Source: an optimization exercise on an open RTL-to-GDS flow (aim: small area). Production flows keep margins and buffers that such runs may drop. In this exercise RTL edits were held to simulation tests only and were not proved equivalent to the original. No activity file was given, so power comes from the tool's default toggle rates.

Setup of 11-25:
Design usb_msc_bot, start of the top module:
module usb_msc_bot #(
    parameter [31:0] T_DATA_MS = 32'd250,   
    parameter [31:0] T_CSW_MS  = 32'd100    
) (
    input  wire        clk,
    input  wire        rst,            
    input  wire [31:0] now_ms,         
    input  wire [31:0] flash_blocks,   
    input  wire        out_valid,
    input  wire [7:0]  out_data,
    output wire        out_ready,
    output reg         in_valid,
    output reg  [7:0]  in_data,
    output reg         in_csw,
    input  wire        in_ready,
    output wire        fl_cmd_valid,
    output wire        fl_cmd_write,
    output wire [31:0] fl_cmd_addr,
    output wire [24:0] fl_cmd_len,
    input  wire        fl_sts_valid,
    input  wire        fl_sts_ok,
    output wire        fl_abort,
    input  wire        fl_rd_valid,
    input  wire [7:0]  fl_rd_data,
    output wire        fl_rd_ready,
    output wire        fl_wr_valid,
    output wire [7:0]  fl_wr_data,
    input  wire        fl_wr_ready
);
Size: ~870 cells after synthesis, about 150 flip-flops.
export LEC_CHECK = 0
export CAP_MARGIN = 20
export CORE_MARGIN = 2
export CORE_UTILIZATION = 40
export PLACE_DENSITY = 0.6
export SLEW_MARGIN = 20
create_clock -name core_clock -period 10.0 [get_ports {clk}]
standard.sh (not shown) runs the stock make flow with config.mk's settings and CLKGATE_MAP_FILE= SYNTH_SCRIPT=/design/flow/synth_recipe.tcl, a recipe that flattens the netlist after the stock synthesis.
==> flow/flow/run.sh <==
#!/bin/bash
# Own layout flow: the standard ORFS flow (standard.sh, unchanged synthesis,
# floorplan, tap cells, power grid, placement, CTS and routing), with
#  - the port buffers made with the smallest buffer cell (buf_1) instead of
#    the resizer's default pick, and
#  - the clock tree built from small clock buffers without dummy loads.
# Every port still gets its own buffer; the clock tree is balanced as usual.
set -euo pipefail
cd "$(dirname "$0")/.."
export BUFFER_PORTS_ARGS="-buffer_cell sky130_fd_sc_hd__buf_1"
export CTS_ARGS="-sink_clustering_enable -repair_clock_nets -dont_use_dummy_load -sink_clustering_size 12 -buf_list {sky130_fd_sc_hd__clkbuf_4 sky130_fd_sc_hd__clkbuf_8}"
bash standard.sh > standard_flow.log 2>&1
#### Input delta (05-08 over 11-25)
--- a/flow/design.v
+++ b/flow/design.v
@@ -28,16 +28,16 @@
     input  wire        fl_wr_ready
 );
     genvar gi;
     localparam [2:0] S_CBW   = 3'd0,    
                      S_DISP  = 3'd1,    
                      S_RWAIT = 3'd3,    
                      S_DIN   = 3'd2,    
-                     S_WDATA = 3'd4,    
-                     S_WSTS  = 3'd5,    
+                     S_WDATA = 3'd5,    
+                     S_WSTS  = 3'd4,    
                      S_CPRE  = 3'd7,    
                      S_CSW   = 3'd6;    
     localparam [2:0] K_NODATA = 3'b000,
                      K_RD     = 3'b010,
                      K_WR     = 3'b011,
                      K_RS     = 3'b100,
                      K_INQ    = 3'b101,
@@ -139,16 +139,17 @@
             2'd0:    fix_n = 6'd18;
             2'd1:    fix_n = 6'd36;
             2'd2:    fix_n = 6'd4;
             default: fix_n = 6'd8;
         endcase
     end
     wire rw_last  = (cnt_inc == {blocks, 9'd0});
-    wire [5:0] fix_x = (dtl_small && dtl[5:0] < fix_n) ? dtl[5:0] : fix_n;
-    wire din_last = k_fix ? (cnt_inc[5:0] == fix_x) : rw_last;
+    wire din_last = k_fix ? ((cnt_inc[5:0] == fix_n) ||
+                             (dtl_small && cnt_inc[5:0] == dtl[5:0]))
+                          : rw_last;
     wire       x_rw  = k_wr || (k_rd && !status);
     wire       x_fix = k_fix && !status;
     reg [7:0] x_b;
     always @(*) begin
         case (ci[1:0])
             2'd0: x_b = x_fix ? {2'b00, fix_n} : 8'h00;
             2'd1: x_b = x_rw ? {blocks[6:0], 1'b0} : 8'h00;
@@ -186,15 +187,15 @@
         in_valid = st_csw || (st_din && (k_fix || fl_rd_valid));
         in_data  = st_csw ? csw_b : din_b;
     end
     wire in_fire = in_valid && in_ready;
     wire cbw_fire  = st_cbw && out_fire;
     wire lb_shift  = cbw_fire && ((cnt[4:0] >= 5'd17 && cnt[4:0] <= 5'd20) ||
                                   cnt[4:0] == 5'd22 || cnt[4:0] == 5'd23);
-    wire lb_take   = (state == S_DISP || state == S_RWAIT || state == S_CPRE);
+    wire lb_take   = state[0];
     wire lb_hold   = !lb_shift && !lb_take;
     assign cnt_en  = (st_csw || st_din) ? in_fire : out_fire;
     assign cnt_clr = (cbw_fire && cnt[4:0] == 5'd30) || (state == S_CPRE) ||
                      (st_csw && ((in_fire && ci == 4'd12) || expired));
     wire csw_shift = st_csw && in_fire && (ci[3] ^ ci[2]);
     always @(posedge clk) begin
         if ((cbw_fire && cnt[4:0] >= 5'd4 && cnt[4:0] <= 5'd11) || csw_shift)
==> comparison <==
11-25 -> 05-08: highest attainable clock frequency flat
Lower combinational logic power among 05-08 and 11-25: 11-25
Proportion of total power due to net switching (05-08 over 11-25): increase, 5.4 points
Going from 11-25 to 05-08, non-clock buffer count in the final layout has decreased, via count saw a decrease, clock group share of total power down 4.5 points, global-route usage saw an increase.
Max horizontal die dimension across 05-08 and 11-25: 11-25
05-08 vs. 11-25: clock transition at the register clock pins on the worst setup and hold paths after CTS went down by 0.02 ns.
[compare] base=11-25 new=05-08: overall power consumption climbed 340 uW; transition time at the pin with the least slew margin climbed 0.023 ns.
Summary of 05-08 over 11-25: largest net degree at the start of global routing level; post-placement cell count moved down.

[afterwards: timing with drivers on the ports]
The results above use ideal ports. As a check the final layouts listed here were re-extracted and re-timed, cells and wires unchanged. Step 1: set_driving_cell puts a clkbuf_16 on clk and a buf_2 on each other input, an assumption about the parent block. Step 2 moves the port delays by t, midway between the first and last clock arrival at a register: inputs arrive t later, outputs are due t later. That takes back most of the time a late clock gives input paths. a / b / c = no drivers / after step 1 / after step 2; a / b = the first two.
run	t, ns	setup slack, ns	worst setup path after step 2	cell pins on the clock port's net
11-25	0.475	1.458 / 1.417 / 1.481	input to register	1
05-08	0.478	1.469 / 1.425 / 1.298	input to register	1
After both steps every run listed still meets setup and hold. The setup slack of 05-08, which loses most, moves by -0.044 ns with the drivers and by -0.171 ns with both steps.
